This design comes from an exercise in tuning for small area, a short achievable clock period and few clock cycles on the open sky130 flow, not from production work.
RTL that was checked went through simulation tests only; none was proved equivalent to the original.
For runs 1 to 5, only the layout was checked, not whether the RTL still works.
Power and IR drop assume default switching activity.

[design/flow/design.v]
module gld (
  input  wire        clk,
  input  wire        rst,
  input  wire        cmd_valid,
  output wire        cmd_ready,
  input  wire [39:0] cmd_word,
  output wire        ch_we,
  output wire [1:0]  ch_idx,
  output reg  [15:0] ch_val,
  output wire        tx_query,
  output wire        rx_release,
  output wire        hs_done,
  output wire        hs_ok,
  output wire        rsp_valid,
  output reg  [31:0] rsp_data,
  output wire        dbg_byte_valid,
  output wire [7:0]  dbg_byte
);
  localparam [15:0] CRC_HDR = 16'hEBA0;    
  reg [2:0]  fstate;
  reg [2:0]  cursor;
  reg [7:0]  acc;
  reg        hdr;           
  reg [7:0]  id, len, didx;
  reg [15:0] ck;
  reg        ckidx;
  reg [31:0] accept_cnt, reject_cnt;
  reg        rx_en;
  reg [1:0]  hs_state;
  reg [6:0]  hs_count;      
  reg        presence;
  reg        cmd_err;
  reg [15:0] unit;
  reg [15:0] crc;           
  reg        rec;           
  reg        lo_ok;         
  reg        zf;            
  reg [7:0]  v0, v1, v2, v3, v4, v5, v6, v7;    
  reg        p_pulse, p_burst, p_hsstart, p_hstick, p_rd;
  reg [7:0]  p_pat;         
  reg [8:1]  p_len;         
  reg [3:0]  p_ra;          
  reg        disp;          
  reg [1:0]  di;
  reg        hsfail;        
  wire [7:0]  op = cmd_word[39:32];
  wire [15:0] wa = cmd_word[31:16];
  wire [15:0] wb = cmd_word[15:0];
  wire        az = ~|wa;
  wire        bz = ~|wb;
  wire        op_ok = ~|op[7:3];
  wire [2:0]  o = op[2:0];
  wire        fmt_z = (o == 3'd0) | (o == 3'd1) | (o == 3'd4) | (o == 3'd5);
  wire        illegal = ~op_ok | (fmt_z & ~(az & bz)) | (o == 3'd3) | ((o == 3'd6) & ~bz);
  wire        legal = ~illegal;
  wire        take = cmd_valid & cmd_ready;
  wire [18:0] m1 = {3'd0, unit};
  wire [18:0] m2 = {2'd0, unit, 1'b0};
  wire [18:0] m3 = m1 + m2;
  wire [18:0] m4 = {1'd0, unit, 2'b0};
  wire [18:0] m5 = m1 + m4;
  wire [18:0] m6 = {m3[17:0], 1'b0};
  wire [18:0] m8 = {unit, 3'b0};
  wire [18:0] m7 = m8 - m1;
  function ge19;
    input [18:0] x;
    input [18:0] y;
    integer i;
    reg g;
    begin
      g = 1'b1;
      for (i = 0; i < 19; i = i + 1)
        g = (x[i] & ~y[i]) | ((x[i] | ~y[i]) & g);
      ge19 = g;
    end
  endfunction
  function [8:0] therm;
    input [15:0] x;
    input [18:0] a1, a2, a3, a4, a5, a6, a7, a8;
    reg [18:0] xx;
    begin
      xx = {3'd0, x};
      therm = {ge19(xx, a8), ge19(xx, a7), ge19(xx, a6), ge19(xx, a5), ge19(xx, a4), ge19(xx, a3), ge19(xx, a2), ge19(xx, a1), 1'b1};
    end
  endfunction
  wire [8:0] tl = therm(wa, m1, m2, m3, m4, m5, m6, m7, m8);    
  wire [8:0] th = therm(wb, m1, m2, m3, m4, m5, m6, m7, m8);
  reg [8:1] s_n;
  reg [7:0] pat_n;
  integer m, a;
  always @* begin
    for (m = 1; m <= 8; m = m + 1) begin
      s_n[m] = 1'b0;
      for (a = 0; a <= m; a = a + 1)
        s_n[m] = s_n[m] | (tl[a] & th[m - a]);
    end
    for (m = 0; m < 8; m = m + 1)
      pat_n[m] = ~tl[m + 1] & s_n[m + 1];
  end
  wire [3:0] ra_n = (wa <= 16'd10) ? wa[3:0] : 4'hF;
  wire [7:0] b = acc | (p_pat << cursor);
  reg        done;          
  always @* begin
    case (cursor)
      3'd0: done = p_len[8];
      3'd1: done = p_len[7];
      3'd2: done = p_len[6];
      3'd3: done = p_len[5];
      3'd4: done = p_len[4];
      3'd5: done = p_len[3];
      3'd6: done = p_len[2];
      default: done = p_len[1];
    endcase
  end
  wire [2:0] plen3 = {p_len[4], p_len[6] | (p_len[2] & ~p_len[4]),
                      (p_len[1] & ~p_len[2]) | (p_len[3] & ~p_len[4]) | (p_len[5] & ~p_len[6]) | (p_len[7] & ~p_len[8])};
  wire       fire = p_pulse & rx_en & done;
  function [15:0] crc_step;
    input [15:0] r;
    input [7:0]  x;
    integer k;
    begin
      crc_step = r ^ {x, 8'h00};
      for (k = 0; k < 8; k = k + 1)
        crc_step = crc_step[15] ? ((crc_step << 1) ^ 16'h1021) : (crc_step << 1);
    end
  endfunction
  wire hs_poll    = (hs_state == 2'd1);
  wire tick       = p_hstick & hs_poll;
  wire stall_hs   = tick & ~presence & (hs_count == 7'd69);
  wire stall_pkt  = p_pulse & rx_en & done & (fstate == 3'd5) & ckidx & lo_ok & rec;
  assign cmd_ready = ~((disp & ~(di[1] & di[0])) | stall_pkt | stall_hs);
  assign dbg_byte_valid = fire;
  assign dbg_byte       = b;
  assign tx_query       = p_hsstart;
  assign rx_release     = stall_hs;
  assign hs_done        = (tick & presence) | hsfail;
  assign hs_ok          = ~hsfail;
  assign rsp_valid      = p_rd;
  assign ch_we          = disp;
  assign ch_idx         = di;
  always @* begin
    case (di)
      2'd0: ch_val = {v1, v0};
      2'd1: ch_val = {v3, v2};
      2'd2: ch_val = {v5, v4};
      default: ch_val = {v7, v6};
    endcase
  end
  always @* begin
    case (p_ra)
      4'd0:  rsp_data = {31'd0, rx_en};
      4'd1:  rsp_data = {16'd0, unit};
      4'd2:  rsp_data = {20'd0, cmd_err, presence, hs_state, 1'b0, cursor, 1'b0, fstate};
      4'd3:  rsp_data = {24'd0, acc};
      4'd4:  rsp_data = accept_cnt;
      4'd5:  rsp_data = reject_cnt;
      4'd6:  rsp_data = {25'd0, hs_count};
      4'd7:  rsp_data = {didx, len, id, 1'b0, hdr, 1'b0, hdr, 1'b0, hdr, 1'b0, hdr};
      4'd8:  rsp_data = {15'd0, ckidx, ck};
      4'd9:  rsp_data = 32'h00460455;
      4'd10: rsp_data = 32'h0C010800;
      default: rsp_data = 32'd0;
    endcase
  end
  wire [7:0] vb = didx[0] ? (~b + 8'd8 + {7'd0, zf}) : (~b + 8'd1);
  wire dwe = fire & (fstate == 3'd3) & (didx[7:3] == 5'd0);
  always @(posedge clk) begin
    if (dwe) begin
      zf <= (b == 8'd0);
      case (didx[2:0])
        3'd0: v0 <= vb;
        3'd1: v1 <= vb;
        3'd2: v2 <= vb;
        3'd3: v3 <= vb;
        3'd4: v4 <= vb;
        3'd5: v5 <= vb;
        3'd6: v6 <= vb;
        default: v7 <= vb;
      endcase
    end
  end
  always @(posedge clk) begin
    if (fire) begin
      if (fstate == 3'd0)
        crc <= CRC_HDR;
      else if (fstate == 3'd1 || fstate == 3'd2 || fstate == 3'd3)
        crc <= crc_step(crc, b);
    end
  end
  always @(posedge clk) begin
    p_pat <= pat_n;
    p_len <= s_n;
    p_ra  <= ra_n;
  end
  always @(posedge clk) begin
    if (rst) begin
      fstate     <= 3'd0;
      cursor     <= 3'd0;
      acc        <= 8'd0;
      hdr        <= 1'b0;
      id         <= 8'd0;
      len        <= 8'd0;
      didx       <= 8'd0;
      ck         <= 16'd0;
      ckidx      <= 1'b0;
      accept_cnt <= 32'd0;
      reject_cnt <= 32'd0;
      rx_en      <= 1'b0;
      hs_state   <= 2'd0;
      hs_count   <= 7'd0;
      presence   <= 1'b0;
      cmd_err    <= 1'b0;
      unit       <= 16'd43;
      rec        <= 1'b0;
      lo_ok      <= 1'b0;
      p_pulse    <= 1'b0;
      p_burst    <= 1'b0;
      p_hsstart  <= 1'b0;
      p_hstick   <= 1'b0;
      p_rd       <= 1'b0;
      disp       <= 1'b0;
      di         <= 2'd0;
      hsfail     <= 1'b0;
    end else begin
      hsfail <= 1'b0;
      if (disp) begin
        di <= di + 2'd1;
        if (di == 2'd3)
          disp <= 1'b0;
      end
      if (p_burst) begin
        acc    <= 8'd0;
        cursor <= 3'd0;
      end
      if (p_pulse & rx_en) begin
        if (done) begin
          acc    <= 8'd0;
          cursor <= 3'd0;
          case (fstate)
            3'd0: begin
              if (b == 8'h55) begin
                hdr    <= 1'b1;
                fstate <= 3'd1;
              end
            end
            3'd1: begin
              id     <= b;
              fstate <= 3'd2;
            end
            3'd2: begin
              len  <= b;
              rec  <= (id == 8'h1C) & (b[7:3] != 5'd0);
              didx <= 8'd0;
              if (b == 8'd0) begin
                ck     <= 16'd0;
                ckidx  <= 1'b0;
                fstate <= 3'd5;
              end else
                fstate <= 3'd3;
            end
            3'd3: begin
              didx <= didx + 8'd1;
              if (didx + 8'd1 == len)
                fstate <= 3'd4;
            end
            3'd4: begin
              ck     <= {8'd0, b};
              ckidx  <= 1'b1;
              lo_ok  <= (crc[7:0] == b);
              fstate <= 3'd5;
            end
            default: begin
              if (!ckidx) begin
                ck    <= {ck[15:8], ck[7:0] | b};
                ckidx <= 1'b1;
                lo_ok <= (crc[7:0] == (ck[7:0] | b));
              end else begin
                ck     <= {ck[15:8] | b, ck[7:0]};
                ckidx  <= 1'b0;
                fstate <= 3'd0;
                if (lo_ok & (crc[15:8] == (ck[15:8] | b))) begin
                  accept_cnt <= accept_cnt + 32'd1;
                  presence   <= 1'b1;
                  if (rec) begin
                    disp <= 1'b1;
                    di   <= 2'd0;
                  end
                end else
                  reject_cnt <= reject_cnt + 32'd1;
              end
            end
          endcase
        end else begin
          acc    <= b;
          cursor <= cursor + plen3;
        end
      end
      if (p_hsstart) begin
        fstate     <= 3'd0;
        hdr        <= 1'b0;
        id         <= 8'd0;
        len        <= 8'd0;
        didx       <= 8'd0;
        ck         <= 16'd0;
        ckidx      <= 1'b0;
        acc        <= 8'd0;
        cursor     <= 3'd0;
        accept_cnt <= 32'd0;
        reject_cnt <= 32'd0;
        presence   <= 1'b0;
        hs_count   <= 7'd0;
        hs_state   <= 2'd1;
        rx_en      <= 1'b1;
        rec        <= 1'b0;
      end
      if (tick) begin
        hs_count <= hs_count + 7'd1;
        if (presence)
          hs_state <= 2'd2;
        else if (hs_count == 7'd69) begin
          hs_state <= 2'd3;
          rx_en    <= 1'b0;
          hsfail   <= 1'b1;
        end
      end
      p_pulse   <= take & legal & (o == 3'd2);
      p_burst   <= take & legal & (o == 3'd1);
      p_hsstart <= take & legal & (o == 3'd4);
      p_hstick  <= take & legal & (o == 3'd5);
      p_rd      <= take & legal & (o == 3'd6);
      if (take) begin
        if (illegal)
          cmd_err <= 1'b1;
        else if (o == 3'd6) begin
          if (ra_n == 4'hF)
            cmd_err <= 1'b1;
        end else if (o == 3'd7) begin
          if (az)
            rx_en <= wb[0];
          else if (wa == 16'd1) begin
            if (!bz)
              unit <= wb;
          end else
            cmd_err <= 1'b1;
        end
      end
    end
  end
endmodule
[design/flow/run.sh]
#!/bin/bash
# synth_recipe.tcl (not shown) runs the flow's synth.tcl, then flattens the netlist and writes it again
# the make line also repeats each setting of config.mk as NAME=value (left out here)
make -C /OpenROAD-flow-scripts/flow DESIGN_CONFIG=/design/flow/config.mk WORK_HOME=/design/flow/orfs CLKGATE_MAP_FILE= SYNTH_SCRIPT=/design/flow/synth_recipe.tcl finish
[design/flow/config.mk]
export PLATFORM = sky130hd
export DESIGN_NAME = gld
export DESIGN_NICKNAME = gld
export VERILOG_FILES = /design/flow/design.v
export SDC_FILE = /design/flow/constraint.sdc
export NUM_CORES = 4
export LEC_CHECK = 0
export CAP_MARGIN = 20
export CORE_MARGIN = 2
export CORE_UTILIZATION = 40
export SLEW_MARGIN = 20
[design/flow/constraint.sdc]
create_clock -name core_clock -period 8.0 [get_ports {clk}]
set_input_delay 1.6000 -clock core_clock [delete_from_list [all_inputs] [get_ports {clk}]]
set_output_delay 1.6000 -clock core_clock [all_outputs]
set_load 0.01 [all_outputs]
==> results of run 1 <==
-- worst register-to-register path, cell delays in order (launching register included) --
cell	delay (ps)
dfxtp_1	300
buf_4	270
clkinv_1	390
ha_1	420
nor3_1	410
a2bb2oi_1	260
a211oi_1	500
o21ai_0	180
a311o_1	410
nor4_1	630
a2111oi_0	170
a211oi_1	460
o211ai_1	160
nand3_1	260
nand2_1	90
a41oi_1	170
-- Yosys cell counts (all sizes together) (11+ instances only) --
| cell | number | share of area [%] |
|---|---|---|
| o21ai | 116 | 2.9 |
| nand2b | 36 | 1.1 |
| o21a | 18 | 0.68 |
| a211o | 22 | 0.97 |
| clkbuf | 123 | 2.3 |
| nor2 | 260 | 4.9 |
| a21oi | 147 | 3.7 |
| a22oi | 52 | 2.0 |
| nor3 | 66 | 1.7 |
| o221ai | 19 | 0.84 |
| and3 | 38 | 1.2 |
| clkinv | 12 | 0.23 |
| a222oi | 23 | 1.2 |
| o31ai | 15 | 0.57 |
| xor2 | 58 | 2.6 |
| or2 | 18 | 0.57 |
| a31oi | 24 | 0.76 |
| nand3 | 65 | 1.6 |
| buf | 24 | 0.65 |
| nand2 | 176 | 3.3 |
| edfxtp | 81 | 12 |
| nor2b | 47 | 1.5 |
| xnor2 | 63 | 2.8 |
| a211oi | 43 | 1.6 |
| inv | 104 | 2.0 |
| nand3b | 11 | 0.42 |
| or3 | 38 | 1.2 |
| a21o | 24 | 0.91 |
| dfxtp | 179 | 18 |
| nor3b | 14 | 0.53 |
| nor4 | 36 | 1.2 |
| a2111oi | 18 | 0.86 |
| nand4 | 28 | 0.96 |
| a221oi | 28 | 1.2 |
| ha | 64 | 4.0 |
| o211ai | 24 | 0.91 |
| o22ai | 30 | 0.98 |
| mux2i | 65 | 3.3 |
| maj3 | 45 | 2.3 |
| and2 | 25 | 0.79 |
-- power groups by stage --
stage	logic (mW)	clock network [mW]	registers (mW)
after floorplan	0.0986	0	1.38
after global placement	0.158	0	1.38
after detailed placement	0.160	0	1.38
after CTS	0.161	1.40	1.35
after global routing	0.177	1.45	1.35
final	0.165	1.37	1.35
-- cell usage in the layout, fill, tap and decap left out, types with 25 or more instances in the layout --
cell type,Yosys,routed
or3_1,37,37
nand2b_1,36,36
nor3_1,65,65
nand2_1,176,175
and3_1,38,38
mux2i_1,65,65
a221oi_1,28,28
xor2_1,58,58
nor4_1,34,33
buf_4,3,29
o21ai_0,112,112
nand3_1,65,65
inv_1,100,100
clkdlybuf4s50_1,0,108
o22ai_1,29,29
ha_1,64,63
a22oi_1,52,52
clkbuf_16,0,27
dfxtp_1,179,177
edfxtp_1,81,81
xnor2_1,63,63
nor2_1,260,260
and2_1,25,25
nor2b_1,47,46
a211oi_1,42,42
nand4_1,27,27
a21oi_1,145,145
maj3_1,45,45
-- flip-flops by register name, summed over array words and instances, names as in the netlist, 16 cells and up --
signal and count:
accept_cnt 32, ck 16, unit 16, crc 16
reject_cnt 32
-- final cells by class --
class	count	area, sq um	area share, %
Multi-Input combinational cell	1926	12900	57.4
Timing Repair Buffer	137	1300	5.80
Clock buffer	28	689	3.08
Tap cell	664	831	3.71
Clock inverter	22	280	1.25
Inverter	116	435	1.94
Sequential cell	260	6020	26.9
-- metrics by stage --
step / cells / utilization [%] / worst slack [ps] / hold slack (ps) / area [sq um]
after floorplan: 2449 / - / 3260 / 436 / 19900
after global placement: 3103 / 43.8 / 2070 / 480 / 21400
after detailed placement: 3103 / 43.8 / 1940 / 493 / 21400
after CTS: 3153 / 45.8 / 2520 / 503 / 22400
after global routing: 3153 / 45.8 / 2210 / 528 / 22400
final: 3153 / 45.8 / 2460 / 500 / 22400
-- kinds of logic (layout without fill, tap and decap cells) --
logic type	after synthesis	in the layout	share of synthesized area, %
muxes	80	80	4.41
AOI/OAI and AO/OA	730	730	26.0
xor gates and xnor gates	121	121	5.33
DFF	260	260	30.3
and+or+nand+nor	883	883	22.2
buffers and inverters	263	303	5.17
adders and majority gates	112	112	6.60
-- layer usage --
metal / up-vias / global-route usage, % / share of wire (%)
met3: 161 / 2.66 / 5.9
met1: 9465 / 33.5 / 41
met4: 0 / 11.5 / 4.3
li1: 9275 / - / -
met5: - / 0 / 0
met2: 776 / 46.6 / 48
-- worst max path at each step --
stage | startpoint | end | slack [ps] | cells past startpoint
2_1_floorplan | cmd_word[3] | p_len[8]$_DFF_P_ | 3260 | 13
5_1_grt | cmd_word[26] | unit[4]$_SDFFE_PP0P_ | 2210 | 12
3_5_place_dp | cmd_word[27] | unit[15]$_SDFFE_PP0P_ | 1940 | 12
6_report | cmd_word[27] | unit[6]$_SDFFE_PP0P_ | 2460 | 12
3_3_place_gp | cmd_word[27] | unit[13]$_SDFFE_PP0P_ | 2070 | 12
4_1_cts | cmd_word[27] | unit[6]$_SDFFE_PP0P_ | 2520 | 12
==> impl_metrics.yaml, run 1 <==
pwr:
  p_seq_share_pct: 46.8
  p_clk_share_pct: 47.5
  intPower_mw: 2.21
  swShare_pct: 23.4
  pwr-share-comb_pct: 5.7
  cellPowerDensity_nw_per_um2: 129
  p_sw_mw: 0.676
  power_mw: 2.89
  vdd_drop_max_mv: 0.141
  p_leak_nw: 7.95
sta:
  rsz0062_at_grt: "false"
  tightest_slew_ps: 1060
  slew_headroom_pct: 28.5
  period_needed_ps: 5540
  fin_crit_sh_pct: 69.2
  max_freq_ghz: 0.181
  slew_violations: 0
  final-setup-viol-count: 0
  fin_setup_tns_ps: 0
  fin_skew_ps: 16.4
  hold_viol: 0
floorplanning:
  die_area_sq_um: 51500
  io_pins: 109
  die_h_um: 227
  core_sq_um: 49000
  fp-row-count: 81
  initial_core_util_pct: 40.6
  die_w_um: 227
clock_network:
  cts.htree.levels: 1
  cts_buffer_depth: 3
  cts_hold_buf: 0
  cts_root_buf: "clkbuf_16"
  path_clk_slew_ps: 70
  clk_latency_ps: 560
  cts_buffers: 27
  tritoncts: "done"
  cts_resized: 0
  clock_sinks: 260
  cts_setup_buffers: 0
critical_path:
  critPathMaxStageDelay_ps: 910
  r2r_slack_ps: 2860
  slowest_stage: "and4_1"
  start_kind: "input port"
  cp_data_required_time_ps: 8430
  rr_startpoint: "unit[5]$_SDFFE_PP1P_"
  cp.buffers_inverters: 1
  crit_chain: "clkdlybuf4s50_1 -> nor4_1 -> nand3_1 -> or2_2 -> or3_1 -> nor3_1 -> o21ai_0 -> or2_2 -> nor2_1 -> and4_1 -> mux2i_1 -> nor2_1"
  timing.rr.end: "p_pat[7]$_DFF_P_"
  endpoint_kind: "flop"
  cp.arrival_ps: 5970
  cp_max_fo: 20
  reg2regPathDepth: 15
  crit_family: "simple AND/OR/NAND/NOR gates"
  path_class: "in2reg"
global_route:
  grt_pass1_wl_mm: 108
  grt_pass1_vias: 18800
  grt-ovfl-total: 0
  grt_max_degree: 76
  antenna_found_initial: 0
  grt_use_total_pct: 26.7
synthesis:
  seq_area_frac_synth_pct: 30.3
  synth_area_sq_um: 19900
  synth-edff-count: 81
  synth-seq-cells: 260
  syn-num-nets: 2559
  ys_async_sr_fraction_pct: 0
  synth_flop_cell: "dfxtp_1"
  syn_area_per_cell_sq_um: 8.11
  yosys_warnings: 1
  yosysUniqueCellTypes: 97
  synthCells: 2449
detailed_routing:
  vias_per_cell: 6.24
  dr.pass1.iters: 8
  antenna_left: 0
  wl_per_cell_um: 22.2
  drc: 0
  drt_wl_total_mm: 70.1
  vias: 19700
  drt-initial-drc-count: 1897
min_path:
  hp-start: "hdr$_SDFFE_PP0P_"
  hold_path.class: "reg2reg"
  hold_depth: 2
  hold_end: "hdr$_SDFFE_PP0P_"
final_layout:
  layout.nets: 2578
  n_antenna_cell: 0
  drive_above_1_share_pct: 5.95
  syn2layout_area_growth_pct: 12.8
  fillers: 4912
job:
  max_cap_violations: 0
place:
  io_buffers: 108
  dp_hpwl_mm: 52.3
  place.gp.congestion: 0.953
outcome:
  status: "finished clean"
==> run 2: changes to the inputs <==
--- a/design/flow/design.v
+++ b/design/flow/design.v
@@ -116,4 +116,26 @@
                       (p_len[1] & ~p_len[2]) | (p_len[3] & ~p_len[4]) | (p_len[5] & ~p_len[6]) | (p_len[7] & ~p_len[8])};
   wire       fire = p_pulse & rx_en & done;
+  wire       val_hi  = fire & (fstate == 3'd5) & ckidx;            
+  wire       val_ok  = val_hi & lo_ok & (crc[15:8] == b);
+  wire       val_bad = val_hi & ~(lo_ok & (crc[15:8] == b));
+  function [31:0] inc32;
+    input [31:0] q;
+    input        e;
+    integer g, i;
+    reg [31:0] below;      
+    reg        cg, c;
+    begin
+      cg = 1'b1;
+      for (g = 0; g < 8; g = g + 1) begin
+        c = cg;
+        for (i = 0; i < 4; i = i + 1) begin
+          below[4*g+i] = c;
+          c = c & q[4*g+i];
+        end
+        cg = cg & (&q[4*g +: 4]);
+      end
+      inc32 = q ^ ({32{e}} & below);
+    end
+  endfunction
   function [15:0] crc_step;
     input [15:0] r;
@@ -281,5 +303,4 @@
                 fstate <= 3'd0;
                 if (lo_ok & (crc[15:8] == (ck[15:8] | b))) begin
-                  accept_cnt <= accept_cnt + 32'd1;
                   presence   <= 1'b1;
                   if (rec) begin
@@ -287,6 +308,5 @@
                     di   <= 2'd0;
                   end
-                end else
-                  reject_cnt <= reject_cnt + 32'd1;
+                end
               end
             end
@@ -297,4 +317,6 @@
         end
       end
+      accept_cnt <= p_hsstart ? 32'd0 : inc32(accept_cnt, val_ok);
+      reject_cnt <= p_hsstart ? 32'd0 : inc32(reject_cnt, val_bad);
       if (p_hsstart) begin
         fstate     <= 3'd0;
@@ -307,6 +329,4 @@
         acc        <= 8'd0;
         cursor     <= 3'd0;
-        accept_cnt <= 32'd0;
-        reject_cnt <= 32'd0;
         presence   <= 1'b0;
         hs_count   <= 7'd0;
==> run 2 against run 1 <==
Compared with the run above:
- clock-buffer cell count increased by 13
- critical path depth decreased by 6
- total power about the same
- via count decreased by 2.9%
- routed wire length decreased by 4.2%
- flip-flop and latch count unchanged
- non-clock buffer count increased by 12
- sequential power about the same
- largest cell class unchanged
- highest routed layer unchanged
==> impl_metrics.yaml, run 2 <==
critical_path:
  rr_startpoint: "unit[2]$_SDFFE_PP0P_"
  timing.rr.end: "p_pat[3]$_DFF_P_"
  cp_data_required_time_ps: 6400
  start_kind: "flop"
  slowest_stage: "dfxtp_1"
  path_class: "reg2out"
  cp.arrival_ps: 3920
  crit_chain: "mux4_2 -> mux2i_1 -> nor3_1 -> a311oi_1 -> buf_4 -> clkdlybuf4s50_1"
  endpoint_kind: "output pin"
  reg2regPathDepth: 15
  critPathMaxStageDelay_ps: 780
  cp_max_fo: 16
  r2r_slack_ps: 2760
synthesis:
  yosys_warnings: 1
  synth_top_area_share_pct: 18.6
  synth_most_common_cell: "nor2_1"
  synthCells: 2355
  synth_area_sq_um: 19300
  yosysUniqueCellTypes: 95
  synth-seq-cells: 260
  synth-edff-count: 81
  post-synth-top-area-cell: "dfxtp_1"
  seq_area_frac_synth_pct: 31.2
  ys_top_cells_by_count: "nor2_1 (269), dfxtp_1 (179), nand2_1 (175), clkbuf_1 (135), a21oi_1 (134)"
  synth_area_leaders: "dfxtp_1 (19%), edfxtp_1 (13%), nor2_1 (5.2%)"
  synth_flop_cell: "dfxtp_1"
  syn-num-nets: 2465
  ys_async_sr_fraction_pct: 0
  syn_area_per_cell_sq_um: 8.19
outcome:
  status: "finished clean"
place:
  io_buffers: 108
  pre_cts_ws_ps: 2010
  dp_hpwl_mm: 49.5
  place_inst: 2974
  place.gp.congestion: 0.914
clock_network:
  cts_root_buf: "clkbuf_16"
  clk_latency_ps: 570
  tritoncts: "done"
  path_clk_slew_ps: 60
  cts.htree.levels: 1
  cts_resized: 0
  clock_sinks: 260
  cts_buffers: 28
  cts_setup_buffers: 0
  cts_hold_buf: 0
  cts_buffer_depth: 3
pwr:
  swShare_pct: 23.2
  p_sw_mw: 0.671
  cellPowerDensity_nw_per_um2: 132
  p_seq_share_pct: 46.8
  p_leak_nw: 7.95
  p_clk_share_pct: 47.1
  power_mw: 2.89
  intPower_mw: 2.22
  pwr-share-comb_pct: 6.1
  vdd_drop_max_mv: 0.155
global_route:
  grt_pass1_wl_mm: 103
  grt_use_total_pct: 26.0
  grt-ovfl-total: 0
  grt.met2_usage_pct: 45.7
  grt_max_degree: 89
  grt_pass1_vias: 18100
  met1_usage_pct: 31.7
  antenna_found_initial: 0
  gr-usage-met3_pct: 2.32
  busiest_layer: "met2"
final_layout:
  fin_cells: 3024
  multi_input_area_sq_um: 12300
  drive_above_1_share_pct: 6.10
  reg_top3: "accept_cnt x32, reject_cnt x32"
  final_common_cell: "nor2_1"
  fillers: 4708
  area.sequential_sq_um: 6020
  final_cell_mix: "nor2_1 (269), dfxtp_1 (179), nand2_1 (174), a21oi_1 (133), inv_1 (109)"
  syn2layout_area_growth_pct: 13.5
  layout.nets: 2499
  n_antenna_cell: 0
min_path:
  hp-start: "accept_cnt[31]$_SDFF_PP0_"
  hold_end: "accept_cnt[31]$_SDFF_PP0_"
  hold_path.class: "reg2reg"
  hold_depth: 2
sta:
  worst_slack_ps: 2480
  final-setup-viol-count: 0
  max_freq_ghz: 0.181
  period_needed_ps: 5520
  slew_headroom_pct: 25.7
  rsz0062_at_grt: "false"
  hold-worst-slack_ps: 491
  slew_violations: 0
  fin_skew_ps: 21.0
  hold_viol: 0
  fin_setup_tns_ps: 0
  fin_crit_sh_pct: 69.1
  tightest_slew_ps: 1110
detailed_routing:
  vias: 19100
  dr.pass1.iters: 6
  antenna_left: 0
  wl_per_cell_um: 22.2
  drt_wl_total_mm: 67.2
  drc: 0
  vias_per_cell: 6.32
  drt-initial-drc-count: 1746
floorplanning:
  die_w_um: 224
  io_pins: 109
  initial_core_util_pct: 40.5
  die_h_um: 224
  core_sq_um: 47600
  die_area_sq_um: 50000
  fp-row-count: 80
job:
  max_cap_violations: 0
## run 2: cell count changes in the layout (fill, tap and decap cells not counted), sizes merged, moves of 18 or more
| cell | before | now |
|---|---|---|
| a222oi | 23 | 51 |
| mux2i | 65 | 46 |
| nor2b | 47 | 28 |
| o21ai | 116 | 87 |
| or3 | 38 | 20 |
## run 2: area by class of cell
| type | instances | share of cell area [%] |
|---|---|---|
| inverters | 124 | 2.13 |
| multi-input cells | 1826 | 56.2 |
| flip-flops and latches | 260 | 27.5 |
| clock buffers | 41 | 3.75 |
| clock inverters | 9 | 0.583 |
| well taps | 615 | 3.51 |
| repair buffers | 149 | 6.34 |
## run 2: power groups by stage
stage               Sequential [mW]  Combinational [mW]  Clock, mW
floorplan                      1.38               0.105          0
global placement               1.38               0.169          0
detailed placement             1.38               0.172          0
CTS                            1.35               0.172       1.38
global route                   1.35               0.189       1.43
finish                         1.35               0.176       1.36
## run 2: cells by family after synthesis
logic type,Yosys count,synth area share (%)
DFF,260,31.2
AOI/OAI and AO/OA,690,26.2
buffers and inverters,269,5.30
adders and majority gates,114,6.90
xor gates and xnor gates,134,6.16
muxes,54,3.15
and+or+nand+nor,834,21.2
## run 2: how the worst max path moves through the flow
stage / start / endpoint / slack, ps / cells after the start
floorplan: cmd_word[17] / p_pat[5]$_DFF_P_ / 3070 / 13
finish: cursor[0]$_SDFFE_PP0P_ / cmd_ready / 2480 / 6
global route: cursor[0]$_SDFFE_PP0P_ / cmd_ready / 2200 / 6
global placement: cmd_word[17] / p_pat[5]$_DFF_P_ / 2040 / 13
CTS: cursor[0]$_SDFFE_PP0P_ / cmd_ready / 2440 / 6
detailed placement: cmd_word[17] / p_pat[5]$_DFF_P_ / 2010 / 13
## run 2: through the flow
stage	util [%]	instance area [sq um]
after global routing	46.0	21900
after detailed placement	43.9	20900
after floorplan	-	19300
after CTS	45.9	21900
after global placement	43.9	20900
final	46.0	21900
## run 2: critical path, delay by kind of cell (launching register included)
family / cells / cell delay (ps)
and+or+nand+nor: 1 / 290
AOI/OAI and AO/OA: 1 / 360
muxes: 2 / 1170
DFF: 1 / 780
buffers and inverters: 2 / 760
## run 2: routing by layer
layer	vias up	wire length, um
met5	-	0
met4	0	3570
met3	185	3560
met2	749	32700
met1	9254	27300
li1	8909	-
==> run 3: changes to the inputs <==
--- a/design/flow/config.mk
+++ b/design/flow/config.mk
@@ -9,3 +9,4 @@
 export CORE_MARGIN = 2
 export CORE_UTILIZATION = 40
+export SETUP_SLACK_MARGIN = 2.5
 export SLEW_MARGIN = 20
==> run 3 against run 2 <==
Compared with the run above:
- still clean
- register-to-register slack barely moved
- sequential power barely moved
- clock skew about the same
- core utilization hardly changed
- global-route usage did not move
- worst hold slack worse by 0.59 ps
- critical path depth rose by 7
- routed wire length barely moved
- critical path type is now in2reg
- highest routed layer unchanged
==> impl_metrics.yaml, run 3 <==
outcome:
  status: "finished clean"
critical_path:
  worst_path_most_repeated_cell: "maj3_1"
  rr_startpoint: "unit[2]$_SDFFE_PP0P_"
  reg2regPathDepth: 15
  r2r_slack_ps: 2770
  endpoint_kind: "flop"
  timing.rr.end: "p_len[5]$_DFF_P_"
  start_kind: "input port"
  cp_max_fo: 16
  cp_data_required_time_ps: 8490
  path_class: "in2reg"
  slowest_stage: "clkdlybuf4s50_1"
  cp.arrival_ps: 5960
  crit_chain: "clkdlybuf4s50_1 -> nor2b_1 -> maj3_1 -> maj3_1 -> maj3_1 -> maj3_1 -> maj3_1 -> o311ai_0 -> a21oi_1 -> o32ai_1 -> a22o_1 -> nor4_1 -> a31oi_1"
  critPathMaxStageDelay_ps: 870
synthesis:
  yosysUniqueCellTypes: 95
  synth_area_sq_um: 19300
  synth_top_area_share_pct: 18.6
  synth_most_common_cell: "nor2_1"
  seq_area_frac_synth_pct: 31.2
  synth_flop_cell: "dfxtp_1"
  synth_area_leaders: "dfxtp_1 (19%), edfxtp_1 (13%), nor2_1 (5.2%)"
  ys_async_sr_fraction_pct: 0
  syn_area_per_cell_sq_um: 8.19
  syn-num-nets: 2465
  synth-seq-cells: 260
  yosys_warnings: 1
  synthCells: 2355
  ys_top_cells_by_count: "nor2_1 (269), dfxtp_1 (179), nand2_1 (175), clkbuf_1 (135), a21oi_1 (134)"
  post-synth-top-area-cell: "dfxtp_1"
  synth-edff-count: 81
detailed_routing:
  vias: 19000
  drc: 0
  met1Wirelength_mm: 27.1
  dr.pass1.iters: 8
  vias_per_cell: 6.29
  drt_wl_total_mm: 67.2
  antenna_left: 0
  drt-initial-drc-count: 1842
  dr.max_layer_used: "met4"
  dr_wl_met2_mm: 32.6
  wl_met3_mm: 3.77
  wl_per_cell_um: 22.2
sta:
  slew_headroom_pct: 26.4
  max_freq_ghz: 0.183
  rsz0062_at_grt: "false"
  tightest_slew_ps: 1100
  fin_skew_ps: 20.9
  period_needed_ps: 5460
  hold_viol: 0
  fin_setup_tns_ps: 0
  hold-worst-slack_ps: 490
  final-setup-viol-count: 0
  fin_crit_sh_pct: 68.3
  slew_violations: 0
final_layout:
  final_area_sq_um: 21900
  final_cell_mix: "nor2_1 (269), dfxtp_1 (178), nand2_1 (174), a21oi_1 (133), inv_1 (109)"
  n_antenna_cell: 0
  layout.nets: 2499
  syn2layout_area_growth_pct: 13.6
  fillers: 4706
  drive_above_1_share_pct: 6.27
  final_common_cell: "nor2_1"
  reg_top3: "accept_cnt x32, reject_cnt x32"
clock_network:
  cts_hold_buf: 0
  clk_latency_ps: 570
  cts_buffers: 28
  cts_root_buf: "clkbuf_16"
  clock_sinks: 260
  cts.htree.levels: 1
  cts_buffer_depth: 3
  tritoncts: "done"
  path_clk_slew_ps: 60
pwr:
  cellPowerDensity_nw_per_um2: 132
  vdd_drop_max_mv: 0.156
  p_leak_nw: 7.94
min_path:
  hold_depth: 2
  hp-start: "accept_cnt[31]$_SDFF_PP0_"
  hold_end: "accept_cnt[31]$_SDFF_PP0_"
  hold_path.class: "reg2reg"
global_route:
  grt_pass1_vias: 18100
  antenna_found_initial: 0
  grt_use_total_pct: 26.0
  grt-ovfl-total: 0
  grt_pass1_wl_mm: 103
  grt_max_degree: 89
floorplanning:
  core_sq_um: 47600
  initial_core_util_pct: 40.5
  io_pins: 109
  die_h_um: 224
  die_w_um: 224
  die_area_sq_um: 50000
  fp-row-count: 80
place:
  postPlaceCellArea_sq_um: 20900
  io_buffers: 108
  place.gp.congestion: 0.914
  dp_hpwl_mm: 49.5
job:
  max_cap_violations: 0
-- run 3: kinds of logic after synthesis --
logic type	Yosys count	share of synthesized area (%)
AOI/OAI and AO/OA	690	26.2
xor gates and xnor gates	134	6.16
adders and majority gates	114	6.90
buffers and inverters	269	5.30
DFF	260	31.2
muxes	54	3.15
and+or+nand+nor	834	21.2
-- run 3: worst max-delay path by stage --
stage,startpoint,end,depth (start not counted)
after floorplan,cmd_word[17],p_pat[5]$_DFF_P_,13
after global placement,cmd_word[17],p_pat[5]$_DFF_P_,13
after detailed placement,cmd_word[17],p_pat[5]$_DFF_P_,13
after CTS,cursor[1]$_SDFFE_PP0P_,cmd_ready,6
after global routing,cmd_word[3],p_pat[7]$_DFF_P_,13
final,cmd_word[3],p_pat[7]$_DFF_P_,13
-- run 3: area by class of cell --
class	instances	area, sq um	share of cell area [%]
Clock buffer	41	821	3.75
Clock inverter	9	128	0.582
Inverter	124	465	2.12
Multi-Input combinational cell	1826	12300	56.2
Sequential cell	260	6020	27.5
Tap cell	615	769	3.51
Timing Repair Buffer	149	1390	6.34
-- run 3: repair_timing --
action / in CTS / in global routing
setup endpoints to repair: 1 / 8
gates resized for setup: 1 / 5
buffers inserted: 0 / 0
-- run 3: per-stage QoR --
| step | power [mW] | cells | util, % | setup WS [ps] |
|---|---|---|---|---|
| global placement | 1.55 | 2974 | 43.9 | 2040 |
| finish | 2.89 | 3024 | 46.0 | 2540 |
| detailed placement | 1.55 | 2974 | 43.9 | 2010 |
| floorplan | 1.49 | 2355 | - | 3070 |
| CTS | 2.90 | 3024 | 45.9 | 2510 |
| global route | 2.97 | 3024 | 46.0 | 2500 |
-- run 3: critical path, delay by kind of cell --
kind / cells / cell delay (ps)
AOI/OAI and AO/OA: 5 / 1470
buffers and inverters: 1 / 870
adders and majority gates: 5 / 1820
and+or+nand+nor: 2 / 180
-- run 3: routing by layer --
layer	global-route usage [%]	vias to the layer above
li1	-	8908
met1	31.7	9168
met2	45.7	760
met3	2.32	179
met4	13.8	0
met5	0	-
-- run 3: power by group --
part / leakage, nW / switching (mW) / internal (mW) / total, mW
clock: 0.468 / 0.554 / 0.804 / 1.36
combinational: 5.26 / 0.116 / 0.0610 / 0.177
sequential: 2.22 / 0.000821 / 1.35 / 1.35
total: 7.94 / 0.671 / 2.22 / 2.89
==> run 4: changes to the inputs <==
--- a/design/flow/config.mk
+++ b/design/flow/config.mk
@@ -9,4 +9,4 @@
 export CORE_MARGIN = 2
 export CORE_UTILIZATION = 40
-export SETUP_SLACK_MARGIN = 2.5
+export SETUP_SLACK_MARGIN = 4.0
 export SLEW_MARGIN = 20
==> run 4 against run 3 <==
Compared with the run above:
- cell count grew 5.0%
- critical endpoint is now p_pat[6]$_DFF_P_
- setup slack improved by 1300 ps
- via count up 4.6%
- global-route usage rose by 1.1 points
- still clean on timing, DRC and antenna
- highest routed layer unchanged
==> impl_metrics.yaml, run 4 <==
outcome:
  status: "finished clean"
final_layout:
  layout.nets: 2647
  syn2layout_area_growth_pct: 27.9
  final_common_cell: "nor2_1"
  final_cell_mix: "nor2_1 (260), nand2_1 (173), dfxtp_1 (163), buf_4 (155), a21oi_1 (122)"
  fillers: 4406
  reg_top3: "accept_cnt x32, reject_cnt x32"
  drive_above_1_share_pct: 20.5
synthesis:
  syn_area_per_cell_sq_um: 8.19
  synthCells: 2355
  synth-edff-count: 81
  synth-seq-cells: 260
  synth_flop_cell: "dfxtp_1"
  synth_most_common_cell: "nor2_1"
  yosysUniqueCellTypes: 95
  yosys_warnings: 1
  synthSimpleGateAreaFrac_pct: 21.2
  seq_area_frac_synth_pct: 31.2
  ys_async_sr_fraction_pct: 0
  synthAdderAreaFrac_pct: 6.90
  ys_top_cells_by_count: "nor2_1 (269), dfxtp_1 (179), nand2_1 (175), clkbuf_1 (135), a21oi_1 (134)"
  synth_area_leaders: "dfxtp_1 (19%), edfxtp_1 (13%), nor2_1 (5.2%)"
  synth_compound_area_share_pct: 26.2
  synth_top_family_by_area: "compound AO/OA/AOI/OAI gates"
  syn-num-nets: 2465
  synth_xor_area_share_pct: 6.16
  synth_area_sq_um: 19300
  synthMuxAreaShare_pct: 3.15
  synth_top_area_share_pct: 18.6
  post-synth-top-area-cell: "dfxtp_1"
critical_path:
  cp.arrival_ps: 4670
  timing.rr.end: "p_len[7]$_DFF_P_"
  endpoint_kind: "flop"
  cp_max_fo: 19
  rr_startpoint: "unit[1]$_SDFFE_PP1P_"
  start_kind: "input port"
  path_class: "in2reg"
  crit_start: "cmd_word[9]"
  reg2regPathDepth: 17
  r2r_slack_ps: 3850
  endpoint: "p_pat[6]$_DFF_P_"
  cp_data_required_time_ps: 8500
global_route:
  grt-ovfl-total: 0
  grt_pass1_vias: 18700
  grt_pass1_wl_mm: 108
  grt_max_degree: 62
  grt_use_total_pct: 27.1
  antenna_found_initial: 0
sta:
  slew_headroom_pct: 36.7
  tightest_slew_ps: 949
  hold_viol: 0
  final-setup-viol-count: 0
  fin_skew_ps: 29.0
  hold-worst-slack_ps: 504
  slew_violations: 0
  fin_crit_sh_pct: 52.0
  rsz0062_at_grt: "true"
  period_needed_ps: 4160
  max_freq_ghz: 0.240
  fin_setup_tns_ps: 0
min_path:
  hold_path.class: "reg2reg"
clock_network:
  cts_root_buf: "clkbuf_16"
  clk_latency_ps: 580
  cts_buffer_depth: 3
  path_clk_slew_ps: 60
  clock_sinks: 260
  cts_hold_buf: 0
  cts.htree.levels: 1
  tritoncts: "done"
  cts_buffers: 29
detailed_routing:
  drt_wl_total_mm: 71.6
  vias_per_cell: 6.27
  drc: 0
  antenna_left: 0
  drt-initial-drc-count: 2033
  vias: 19900
  wl_per_cell_um: 22.5
  dr.pass1.iters: 10
floorplanning:
  die_w_um: 224
  die_area_sq_um: 50000
  die_h_um: 224
  fp-row-count: 80
  core_sq_um: 47600
  initial_core_util_pct: 40.5
  io_pins: 109
pwr:
  vdd_drop_max_mv: 0.149
  p_leak_nw: 9.65
  cellPowerDensity_nw_per_um2: 117
place:
  dp_hpwl_mm: 49.3
  place.gp.congestion: 0.914
  io_buffers: 108
job:
  max_cap_violations: 0
==> run 4: stage by stage <==
stage          instances  worst slack, ps  util [%]  power, mW  cell area, sq um
2_1_floorplan       2355             3510         -       1.49             19400
3_5_place_dp        2973             2360      44.1       1.56             21000
5_1_grt             3175             3710      51.8       2.97             24700
3_3_place_gp        2973             2310      44.1       1.55             21000
4_1_cts             3110             3810      49.5       2.90             23600
6_report            3176             3840      51.8       2.89             24700
==> run 4: final cells by class <==
| cell class | instances | area [sq um] | share of cell area (%) |
|---|---|---|---|
| clock inverters | 20 | 179 | 0.725 |
| clock buffers | 34 | 774 | 3.14 |
| diodes | 1 | 2.50 | 0.0101 |
| flip-flops and latches | 260 | 6060 | 24.5 |
| multi-input cells | 1829 | 13600 | 55.2 |
| repair buffers | 293 | 2780 | 11.3 |
| inverters | 124 | 505 | 2.05 |
| well taps | 615 | 769 | 3.12 |
==> run 4: cells by family after synthesis <==
logic type      Yosys count
simple gates            834
mux                      54
xor+xnor                134
flops                   260
fa+ha+maj               114
buf+inv                 269
compound gates          690
==> run 4: how the worst min path moves through the flow <==
stage,startpoint,slack (ps),endpoint,cells past startpoint
CTS,hdr$_SDFFE_PP0P_,500,hdr$_SDFFE_PP0P_,2
detailed placement,hdr$_SDFFE_PP0P_,480,hdr$_SDFFE_PP0P_,2
finish,accept_cnt[31]$_SDFF_PP0_,500,accept_cnt[31]$_SDFF_PP0_,2
global placement,accept_cnt[31]$_SDFF_PP0_,470,accept_cnt[31]$_SDFF_PP0_,2
global route,hdr$_SDFFE_PP0P_,530,hdr$_SDFFE_PP0P_,2
floorplan,hdr$_SDFFE_PP0P_,440,hdr$_SDFFE_PP0P_,2
==> run 4: what timing repair did <==
item | 4_1_cts | 5_1_grt
pin swaps | 99 | 81
setup endpoints to repair | 180 | 95
cloned | 4 | 3
resized for setup | 348 | 157
setup buffers | 79 | 62
==> run 4: where the power goes <==
| part | internal, mW | leakage, nW | total [mW] | switching [mW] |
|---|---|---|---|---|
| Combinational | 0.0691 | 6.96 | 0.196 | 0.127 |
| Sequential | 1.35 | 2.22 | 1.35 | 0.000807 |
| Clock | 0.763 | 0.474 | 1.35 | 0.582 |
| Total | 2.18 | 9.65 | 2.89 | 0.710 |
==> run 4: per-layer routing <==
metal	track usage [%]	vias up	share of wire, %
met5	0	-	0
met1	33.7	9680	40
li1	-	9227	-
met4	14.0	0	5.8
met3	2.45	199	6.3
met2	47.0	793	48
==> run 4: critical path: stages <==
cell and delay, ps:
dlygate4sd2_1 820, inv_1 360, nor3_1 270, a221oi_1 120, o22a_1 250, a2bb2oi_1 150
o21ai_0 230, o211ai_1 140, a31oi_2 320, a31o_2 200, nor4b_4 50, a21oi_1 130
==> run 5: changes to the inputs <==
==> design/flow/flow/run.sh (new file) <==
#!/bin/bash
# Standard layout (the standard.sh: standard synthesis, floorplan, place, CTS, route),
# with two changes to how the layout is made:
#  - sizing may swap a cell for one of another footprint (MATCH_CELL_FOOTPRINT=0), so the
#    resizer can upsize weak drivers instead of only adding buffers;
#  - ports are buffered with sky130_fd_sc_hd__buf_2 rather than the default delay-type buffer.
# All output of make (and of the tools it runs) goes to flow_make.log here; ORFS's own per-step
# logs are under orfs/logs/.
set -euo pipefail
bash standard.sh MATCH_CELL_FOOTPRINT=0 "BUFFER_PORTS_ARGS=-buffer_cell sky130_fd_sc_hd__buf_2" finish > flow_make.log 2>&1
==> design/flow/standard.sh (new file) <==
#!/bin/bash
# synth_recipe.tcl (not shown) runs the flow's synth.tcl, then flattens the netlist and writes it again
# the make line also repeats each setting of config.mk as NAME=value (left out here)
make -C /OpenROAD-flow-scripts/flow DESIGN_CONFIG=/design/flow/config.mk WORK_HOME=/design/flow/orfs CLKGATE_MAP_FILE= SYNTH_SCRIPT=/design/flow/synth_recipe.tcl "${@:-finish}"
removed: design/flow/run.sh
==> run 5 against run 4 <==
Compared with the run above:
- first-iteration DRC count up 4.0%
- critical path depth fell by 5
- routed wire length hardly changed
- flip-flop and latch count stayed put
- synthesized area did not move
- die area stayed put
- clock skew rose by 13 ps
- fmax decreased by 2.8%
- combinational power is essentially flat
- core utilization shrank 1.7 points
- total power decreased by 0.96%
- sequential power about the same
==> impl_metrics.yaml, run 5 <==
outcome:
  status: "finished clean"
final_layout:
  final_common_cell: "nor2_1"
  multi_input_area_sq_um: 13600
  syn2layout_area_growth_pct: 23.7
  fillers: 4493
  layout.nets: 2621
  reg_top3: "accept_cnt x32, reject_cnt x32"
  final_cell_mix: "nor2_1 (263), nand2_1 (172), dfxtp_1 (160), buf_4 (140), a21oi_1 (122)"
  n_antenna_cell: 0
  drive_above_1_share_pct: 23.2
  fin_cells: 3149
  area.sequential_sq_um: 6070
global_route:
  grt_pass1_wl_mm: 107
  grt_max_degree: 82
  grt_pass1_vias: 18800
  grt_use_total_pct: 27.2
  antenna_found_initial: 0
  grt-ovfl-total: 0
synthesis:
  synth_area_sq_um: 19300
  synth_area_leaders: "dfxtp_1 (19%), edfxtp_1 (13%), nor2_1 (5.2%)"
  synth-edff-count: 81
  synth_most_common_cell: "nor2_1"
  yosys_warnings: 1
  synth_top_area_share_pct: 18.6
  syn-num-nets: 2465
  ys_top_cells_by_count: "nor2_1 (269), dfxtp_1 (179), nand2_1 (175), clkbuf_1 (135), a21oi_1 (134)"
  synth_flop_cell: "dfxtp_1"
  ys_async_sr_fraction_pct: 0
  post-synth-top-area-cell: "dfxtp_1"
  synthCells: 2355
  syn_area_per_cell_sq_um: 8.19
  yosysUniqueCellTypes: 95
  synth-seq-cells: 260
  seq_area_frac_synth_pct: 31.2
sta:
  rsz0062_at_grt: "true"
  max_freq_ghz: 0.234
  hold_viol: 0
  final-setup-viol-count: 0
  tightest_slew_ps: 1160
  fin_crit_sh_pct: 53.5
  slew_headroom_pct: 22.7
  fin_skew_ps: 41.9
  period_needed_ps: 4280
  slew_violations: 0
  hold-worst-slack_ps: 505
  worst_slack_ps: 3720
  fin_setup_tns_ps: 0
detailed_routing:
  dr.pass1.iters: 7
  dr.max_layer_used: "met4"
  wl_met3_mm: 4.74
  dr_wl_met2_mm: 34.6
  drt-initial-drc-count: 2115
  vias_per_cell: 6.31
  drc: 0
  met1Wirelength_mm: 28.0
  wl_per_cell_um: 22.8
  vias: 19900
  antenna_left: 0
  drt_wl_total_mm: 71.6
critical_path:
  crit_family: "compound AO/OA/AOI/OAI gates"
  crit_chain: "buf_12 -> nand2_4 -> nor3_2 -> buf_4 -> a222oi_1 -> nand3_1 -> buf_2"
  path_class: "reg2out"
  start_kind: "flop"
  critPathMaxStageDelay_ps: 940
  cp.buffers_inverters: 3
  slowest_stage: "a222oi_1"
  cp.arrival_ps: 2680
  cp_max_fo: 6
  cp_data_required_time_ps: 6400
  endpoint_kind: "output pin"
  r2r_slack_ps: 3930
floorplanning:
  initial_core_util_pct: 40.5
  core_sq_um: 47600
  die_h_um: 224
  die_area_sq_um: 50000
  die_w_um: 224
  io_pins: 109
  fp-row-count: 80
place:
  place_inst: 2962
  dp_hpwl_mm: 50.1
  pre_cts_ws_ps: 2600
  place.gp.congestion: 0.942
  io_buffers: 108
pwr:
  power_mw: 2.86
  cellPowerDensity_nw_per_um2: 120
  p_leak_nw: 9.04
  vdd_drop_max_mv: 0.152
clock_network:
  cts_buffers: 29
  path_clk_slew_ps: 60
  clk_latency_ps: 580
  cts_buffer_depth: 3
  cts.htree.levels: 1
  clock_sinks: 260
  cts_root_buf: "clkbuf_16"
  tritoncts: "done"
  cts_hold_buf: 0
min_path:
  hold_path.class: "reg2reg"
job:
  max_cap_violations: 0
## run 5: cell counts after synthesis
No cell type changed its count.
## run 5: worst reg2reg max path: stages, from the launching register on
cell and delay (ps):
dfxtp_4 380, ha_4 180, fa_2 380, a21o_1 210, a22o_1 300, o21a_1 240
a21o_2 300, a22o_1 260, a222oi_1 300, o21a_1 220, o221a_2 250, a2111oi_4 50
buf_4 180, a221o_1 310, a211o_1 240, or2_1 200
## run 5: what timing repair did
action | 4_1_cts | 5_1_grt
gates resized for setup | 192 | 143
endpoints found under the hold margin | 0 | 0
setup buffers | 73 | 59
pin swaps | 54 | 78
cloned | 1 | 0
setup endpoints to repair | 114 | 90
## run 5: worst paths after layout
path | start | depth (start not counted) | end
setup / recovery | p_ra[0]$_DFF_P_ | 7 | rsp_data[1]
hold / removal | reject_cnt[28]$_SDFF_PP0_ | 2 | reject_cnt[28]$_SDFF_PP0_
setup reg to reg | unit[0]$_SDFFE_PP1P_ | 15 | p_len[5]$_DFF_P_
hold reg to reg | reject_cnt[28]$_SDFF_PP0_ | 2 | reject_cnt[28]$_SDFF_PP0_
## run 5: report_power, final
group	switching, mW	internal [mW]
clock	0.551	0.769
combinational	0.131	0.0639
sequential	0.000867	1.35
total	0.683	2.18
## run 5: metal layers
metal / up-vias / GRT usage, %
met3: 225 / 3.54
met5: - / 0
met4: 0 / 15.4
met2: 916 / 46.9
met1: 9543 / 32.6
li1: 9175 / -
## run 5: kinds of logic after synthesis
group	after synthesis	share of synthesized area [%]
AOI/OAI and AO/OA	690	26.2
xor gates and xnor gates	134	6.16
adders and majority gates	114	6.90
buffers and inverters	269	5.30
DFF	260	31.2
muxes	54	3.15
and+or+nand+nor	834	21.2
## run 5: final cells by class
| class | count | area share (%) |
|---|---|---|
| clock buffer | 42 | 3.41 |
| clock inverter | 12 | 0.482 |
| inverter | 124 | 2.18 |
| multi-input combinational | 1827 | 57.1 |
| sequential | 260 | 25.4 |
| tap | 615 | 3.23 |
| timing repair buffer | 269 | 8.14 |
## run 5: stage by stage
| step | utilization, % | cell area (sq um) |
|---|---|---|
| after global routing | 50.1 | 23900 |
| after floorplan | - | 19400 |
| after detailed placement | 42.8 | 20400 |
| final | 50.1 | 23900 |
| after CTS | 47.8 | 22800 |
| after global placement | 42.8 | 20400 |
==> run 6: changes to the inputs <==
--- a/design/flow/design.v
+++ b/design/flow/design.v
@@ -63,23 +63,30 @@
   wire [18:0] m8 = {unit, 3'b0};
   wire [18:0] m7 = m8 - m1;
-  function ge19;
-    input [18:0] x;
-    input [18:0] y;
-    integer i;
-    reg g;
+  function ge16;
+    input [15:0] x;
+    input [15:0] y;
+    integer i, w;
+    reg [15:0] g, e;
     begin
-      g = 1'b1;
-      for (i = 0; i < 19; i = i + 1)
-        g = (x[i] & ~y[i]) | ((x[i] | ~y[i]) & g);
-      ge19 = g;
+      for (i = 0; i < 16; i = i + 1) begin
+        g[i] = x[i] & ~y[i];
+        e[i] = ~(x[i] ^ y[i]);
+      end
+      for (w = 1; w < 16; w = w * 2)
+        for (i = 0; i + w < 16; i = i + 2 * w) begin
+          g[i] = g[i + w] | (e[i + w] & g[i]);
+          e[i] = e[i + w] & e[i];
+        end
+      ge16 = g[0] | e[0];
     end
   endfunction
+  wire [8:1] big = {|m8[18:16], |m7[18:16], |m6[18:16], |m5[18:16], |m4[18:16], |m3[18:16], |m2[18:16], 1'b0};
   function [8:0] therm;
     input [15:0] x;
     input [18:0] a1, a2, a3, a4, a5, a6, a7, a8;
-    reg [18:0] xx;
     begin
-      xx = {3'd0, x};
-      therm = {ge19(xx, a8), ge19(xx, a7), ge19(xx, a6), ge19(xx, a5), ge19(xx, a4), ge19(xx, a3), ge19(xx, a2), ge19(xx, a1), 1'b1};
+      therm = {~big[8] & ge16(x, a8[15:0]), ~big[7] & ge16(x, a7[15:0]), ~big[6] & ge16(x, a6[15:0]),
+               ~big[5] & ge16(x, a5[15:0]), ~big[4] & ge16(x, a4[15:0]), ~big[3] & ge16(x, a3[15:0]),
+               ~big[2] & ge16(x, a2[15:0]), ge16(x, a1[15:0]), 1'b1};
     end
   endfunction
==> run 6 against run 5 <==
Compared with the run above:
- register-to-register slack improved by 70 ps
- fmax is 3.5% higher
- via count down 6.3%
- clock-buffer cell count fell by 3
- global-route usage down 0.28 points
- clock skew is 28 ps lower
- largest power group unchanged
==> impl_metrics.yaml, run 6 <==
synthesis:
  yosysUniqueCellTypes: 81
  synth-edff-count: 81
  synth_area_leaders: "dfxtp_1 (18%), ha_1 (18%), edfxtp_1 (12%)"
  synth_top_area_share_pct: 18.1
  ys_async_sr_fraction_pct: 0
  yosys_warnings: 1
  synth-seq-cells: 260
  synth_most_common_cell: "ha_1"
  post-synth-top-area-cell: "dfxtp_1"
  syn-num-nets: 2560
  synthCells: 2230
  seq_area_frac_synth_pct: 30.4
  ys_top_cells_by_count: "ha_1 (284), nor2_1 (248), dfxtp_1 (179), a21oi_1 (148), nand2_1 (126)"
  syn_area_per_cell_sq_um: 8.88
  synth_area_sq_um: 19800
  synth_flop_cell: "dfxtp_1"
place:
  dp_hpwl_mm: 51.2
  pre_cts_ws_ps: 2930
  io_buffers: 108
  place_inst: 2941
  postPlaceCellArea_sq_um: 21000
  place.gp.congestion: 1.04
detailed_routing:
  dr.pass1.iters: 7
  drt-initial-drc-count: 1358
  vias: 18600
  antenna_left: 0
  drc: 0
  drt_wl_total_mm: 69.9
  wl_per_cell_um: 22.7
  vias_per_cell: 6.03
floorplanning:
  fp-row-count: 81
  die_h_um: 226
  core_sq_um: 48800
  initial_core_util_pct: 40.5
  io_pins: 109
  die_w_um: 226
  die_area_sq_um: 51300
sta:
  tightest_slew_ps: 1100
  hold_viol: 0
  rsz0062_at_grt: "true"
  final-setup-viol-count: 0
  fin_skew_ps: 14.1
  max_freq_ghz: 0.242
  fin_crit_sh_pct: 51.7
  period_needed_ps: 4140
  fin_setup_tns_ps: 0
  worst_slack_ps: 3860
  slew_headroom_pct: 26.3
  slew_violations: 0
  hold-worst-slack_ps: 491
critical_path:
  start_kind: "flop"
  r2r_slack_ps: 4000
  path_class: "reg2out"
  endpoint_kind: "output pin"
  cp_max_fo: 6
  cp_data_required_time_ps: 6400
  cp.arrival_ps: 2540
global_route:
  grt-ovfl-total: 0
  grt_pass1_vias: 18600
  antenna_found_initial: 1
  grt_pass1_wl_mm: 106
  grt_max_degree: 69
  grt_use_total_pct: 26.9
final_layout:
  syn2layout_area_growth_pct: 20.0
  final_common_cell: "ha_1"
  multi_input_area_sq_um: 14000
  fillers: 4681
  final_cell_mix: "ha_1 (268), nor2_1 (235), dfxtp_1 (158), a21oi_1 (133), nand2_1 (119)"
  final_area_sq_um: 23800
  layout.nets: 2731
  postLayoutCoreUtil_pct: 48.6
  fin_cells: 3087
  area.sequential_sq_um: 6080
  reg_top3: "accept_cnt x32, reject_cnt x32"
  n_antenna_cell: 0
  drive_above_1_share_pct: 19.1
clock_network:
  clk_latency_ps: 560
  cts_buffers: 29
  clock_sinks: 260
  cts_buffer_depth: 3
  path_clk_slew_ps: 60
  cts_hold_buf: 0
  cts.htree.levels: 1
  tritoncts: "done"
  cts_root_buf: "clkbuf_16"
min_path:
  hold_path.class: "reg2reg"
job:
  max_cap_violations: 0
pwr:
  cellPowerDensity_nw_per_um2: 130
  p_leak_nw: 9.46
  vdd_drop_max_mv: 0.136
  power_mw: 3.08
outcome:
  status: "finished clean"
[run 6: cells by family after synthesis]
kind of cell    count (synthesis)  share of synthesized area (%)
compound gates                599                           20.4
xor+xnor                      142                           6.28
fa+ha+maj                     288                           18.3
buf+inv                       168                           3.26
flops                         260                           30.4
mux                            72                           4.07
simple gates                  701                           17.3
[run 6: repair_timing]
action,in CTS,in global routing
gates resized for setup,157,92
gates cloned,3,0
setup endpoints to repair,151,62
buffers inserted,47,43
pin swaps,38,60
[run 6: cell type report]
type	count	area share, %
Inverter	90	1.69
Timing Repair Buffer	218	6.43
Sequential cell	260	25.6
Clock inverter	14	0.690
Clock buffer	39	3.34
Tap cell	664	3.50
Multi-Input combinational cell	1802	58.7
[run 6: power breakdown]
group	total [mW]	switching [mW]	internal, mW
sequential	1.38	0.00583	1.37
clock	1.35	0.554	0.793
combinational	0.356	0.230	0.126
[run 6: path summary, 6_finish.rpt]
check                                  from                   endpoint  cells after the start
setup reg to reg     cursor[1]$_SDFFE_PP0P_  accept_cnt[26]$_SDFF_PP0_                      9
hold reg to reg   accept_cnt[25]$_SDFF_PP0_  accept_cnt[25]$_SDFF_PP0_                      2
hold / removal    accept_cnt[25]$_SDFF_PP0_  accept_cnt[25]$_SDFF_PP0_                      2
setup / recovery     cursor[0]$_SDFFE_PP0P_                  cmd_ready                      6
[run 6: per-layer routing]
layer	up-vias	routed length (um)	track usage [%]	part of all wire [%]
li1	8752	-	-	-
met1	8947	27400	31.5	39
met2	699	34500	48.2	49
met3	212	3990	2.84	5.7
met4	2	4020	14.2	5.7
met5	-	9	0	0.013
[run 6: worst max-delay path, stage by stage, from the launching register on]
cell	delay, ps
dfxtp_4	400
mux4_2	540
mux2i_4	260
nor4_2	60
buf_4	170
a311oi_4	340
buf_2	200
Testbench counts of run 6, summed over its fixed seeds: cycles 7,334.
==> run 7: changes to the inputs <==
--- a/design/flow/config.mk
+++ b/design/flow/config.mk
@@ -9,4 +9,4 @@
 export CORE_MARGIN = 2
 export CORE_UTILIZATION = 40
-export SETUP_SLACK_MARGIN = 4.0
+export SETUP_SLACK_MARGIN = 5.0
 export SLEW_MARGIN = 20
==> run 7 against run 6 <==
Compared with the run above:
- clock skew rose by 10 ps
- still clean on timing, DRC and antenna
- synthesized area did not move
- worst hold slack improved by 33 ps
- largest cell class unchanged
==> impl_metrics.yaml, run 7 <==
detailed_routing:
  drt_wl_total_mm: 75.4
  dr.pass1.iters: 6
  wl_per_cell_um: 23.4
  drc: 0
  vias: 19700
  drt-initial-drc-count: 1914
  antenna_left: 0
  vias_per_cell: 6.11
critical_path:
  rr_startpoint: "unit[1]$_SDFFE_PP1P_"
  cp_max_fo: 6
  path_class: "reg2out"
  timing.rr.end: "p_pat[7]$_DFF_P_"
  cp.arrival_ps: 2540
  r2r_slack_ps: 3950
  critPathMaxStageDelay_ps: 500
  worst_path_most_repeated_cell: "buf_6"
  reg2regPathDepth: 21
  slowest_stage: "a222oi_1"
  cp_data_required_time_ps: 6400
  start_kind: "flop"
  endpoint_kind: "output pin"
  crit_chain: "buf_12 -> clkinvlp_4 -> buf_6 -> nor4_4 -> buf_6 -> buf_4 -> a222oi_1 -> nand3_1 -> buf_2"
  crit_start: "p_ra[0]$_DFF_P_"
synthesis:
  synthAdderAreaFrac_pct: 18.3
  synth_top_family_by_area: "compound AO/OA/AOI/OAI gates"
  synth_area_leaders: "dfxtp_1 (18%), ha_1 (18%), edfxtp_1 (12%)"
  ys_top_cells_by_count: "ha_1 (284), nor2_1 (248), dfxtp_1 (179), a21oi_1 (148), nand2_1 (126)"
  syn-num-nets: 2560
  synthSimpleGateAreaFrac_pct: 17.3
  synth_compound_area_share_pct: 20.4
  yosys_warnings: 1
  synth_most_common_cell: "ha_1"
  synthMuxAreaShare_pct: 4.07
  yosysUniqueCellTypes: 81
  synth-edff-count: 81
  synth-seq-cells: 260
  syn_area_per_cell_sq_um: 8.88
  synth_top_area_share_pct: 18.1
  ys_async_sr_fraction_pct: 0
  synth_xor_area_share_pct: 6.28
  synth_area_sq_um: 19800
  synth_flop_cell: "dfxtp_1"
  seq_area_frac_synth_pct: 30.4
  synthCells: 2230
  post-synth-top-area-cell: "dfxtp_1"
pwr:
  pwr-share-comb_pct: 13.9
  p_clk_share_pct: 42.9
  p_leak_nw: 10.5
  p_seq_share_pct: 43.2
  p_sw_mw: 0.846
  cellPowerDensity_nw_per_um2: 120
  swShare_pct: 26.6
  vdd_drop_max_mv: 0.129
  intPower_mw: 2.34
  power_mw: 3.18
global_route:
  gr-usage-met3_pct: 3.51
  busiest_layer: "met2"
  grt_use_total_pct: 28.6
  grt_max_degree: 61
  grt.met2_usage_pct: 49.7
  grt_pass1_vias: 19300
  met1_usage_pct: 34.1
  antenna_found_initial: 0
  grt_pass1_wl_mm: 113
  grt-ovfl-total: 0
final_layout:
  fillers: 4318
  final_cell_mix: "ha_1 (267), nor2_1 (229), dfxtp_1 (152), buf_4 (143), a21oi_1 (120)"
  final_area_sq_um: 26600
  layout.nets: 2860
  drive_above_1_share_pct: 29.8
  final_common_cell: "ha_1"
  reg_top3: "accept_cnt x32, reject_cnt x32"
  syn2layout_area_growth_pct: 34.1
floorplanning:
  die_w_um: 226
  io_pins: 109
  core_sq_um: 48800
  fp-row-count: 81
  initial_core_util_pct: 40.5
  die_area_sq_um: 51300
  die_h_um: 226
sta:
  hold-worst-slack_ps: 524
  rsz0062_at_grt: "true"
  fin_skew_ps: 24.1
  slew_headroom_pct: 19.1
  fin_crit_sh_pct: 51.7
  final-setup-viol-count: 0
  max_freq_ghz: 0.242
  hold_viol: 0
  period_needed_ps: 4140
  tightest_slew_ps: 1200
  slew_violations: 0
  fin_setup_tns_ps: 0
clock_network:
  path_clk_slew_ps: 60
  cts_root_buf: "clkbuf_16"
  clock_sinks: 260
  cts_buffer_depth: 3
  clk_latency_ps: 570
  cts_hold_buf: 0
  tritoncts: "done"
  cts_buffers: 30
  cts.htree.levels: 1
place:
  dp_hpwl_mm: 50.9
  postPlaceCellArea_sq_um: 21400
  place.gp.congestion: 0.916
  io_buffers: 108
job:
  max_cap_violations: 0
min_path:
  hold_depth: 2
  hold_end: "accept_cnt[25]$_SDFF_PP0_"
  hold_path.class: "reg2reg"
  hp-start: "accept_cnt[25]$_SDFF_PP0_"
outcome:
  status: "finished clean"
-- run 7: metrics by stage --
stage | worst slack [ps] | utilization (%) | cells
2_1_floorplan | 4440 | - | 2230
4_1_cts | 3860 | 51.8 | 3167
3_3_place_gp | 2940 | 43.7 | 2936
5_1_grt | 3770 | 54.3 | 3217
6_report | 3860 | 54.4 | 3218
3_5_place_dp | 2870 | 43.7 | 2936
-- run 7: area by class of cell --
class | count | area, sq um | area share, %
Antenna cell | 1 | 2.50 | 0.00942
Clock buffer | 43 | 871 | 3.28
Clock inverter | 12 | 96.3 | 0.363
Inverter | 90 | 425 | 1.60
Multi-Input combinational cell | 1808 | 15200 | 57.2
Sequential cell | 260 | 6100 | 23.0
Tap cell | 664 | 831 | 3.13
Timing Repair Buffer | 340 | 3040 | 11.4
-- run 7: routing by layer --
metal | part of all wire [%] | up-vias
met5 | 0 | -
met4 | 6.2 | 0
met3 | 6.4 | 237
met2 | 48 | 849
met1 | 39 | 9557
li1 | - | 9020
-- run 7: how the worst max path moves through the flow --
stage | to | slack [ps] | cells after the start
floorplan | p_len[7]$_DFF_P_ | 4440 | 20
global placement | p_pat[7]$_DFF_P_ | 2940 | 11
detailed placement | p_pat[7]$_DFF_P_ | 2870 | 11
CTS | cmd_ready | 3860 | 5
global route | p_len[8]$_DFF_P_ | 3770 | 23
finish | rsp_data[6] | 3860 | 9
-- run 7: kinds of logic after synthesis --
kind of cell | Yosys count
compound gates | 599
simple gates | 701
buf+inv | 168
flops | 260
xor+xnor | 142
fa+ha+maj | 288
mux | 72
-- run 7: worst max-delay path, delay by kind of cell, from the launching register on --
family | cells | cell delay, ps
compound gates | 1 | 500
buf+inv | 6 | 810
flops | 1 | 350
simple gates | 2 | 290
-- run 7: what timing repair did --
action	in CTS	in global routing
endpoints found under the setup margin	306	287
setup buffers	163	50
cloned	13	0
pin swaps	142	125
gates resized for setup	372	181
-- run 7: power groups by stage --
stage / Clock (mW) / Sequential (mW) / Combinational, mW
6_report: 1.36 / 1.37 / 0.444
5_1_grt: 1.43 / 1.37 / 0.478
4_1_cts: 1.37 / 1.38 / 0.401
3_5_place_dp: 0 / 1.41 / 0.332
3_3_place_gp: 0 / 1.41 / 0.323
2_1_floorplan: 0 / 1.41 / 0.203

==> re-timing with driven ports <==
No port has a modelled driver above. Below, the same layouts with a new extraction and two added sets of constraints.
Step 1 (the two cells are an assumption about what drives the block):
set clk [get_ports {clk}]
set_driving_cell -lib_cell sky130_fd_sc_hd__clkbuf_16 $clk
set_driving_cell -lib_cell sky130_fd_sc_hd__buf_2 [delete_from_list [all_inputs] $clk]
Step 2 also shifts input and output timing later by t, the mid clock arrival at the registers, as if the neighbouring blocks saw the same clock.
Slacks: no drivers / after step 1 / after step 2; pairs: no drivers / after step 1.
| run | t, ns | slack for setup (ns) | worst setup path after step 2 |
|---|---|---|---|
| run 1 | 0.615 | 2.461 / 2.500 / 1.885 | input to register |
| run 2 | 0.615 | 2.475 / 2.418 / 1.976 | input to register |
| run 3 | 0.613 | 2.537 / 2.567 / 1.954 | input to register |
| run 4 | 0.613 | 3.837 / 3.808 / 3.251 | input to register |
| run 5 | 0.612 | 3.719 / 3.664 / 3.268 | input to register |
| run 6 | 0.605 | 3.865 / 3.812 / 3.400 | input to register |
| run 7 | 0.622 | 3.862 / 3.801 / 3.389 | input to register |
After both steps setup and hold are still met in every run listed. The setup slack of run 4, which loses most, moves by -0.029 ns with the drivers and by -0.586 ns with both steps.
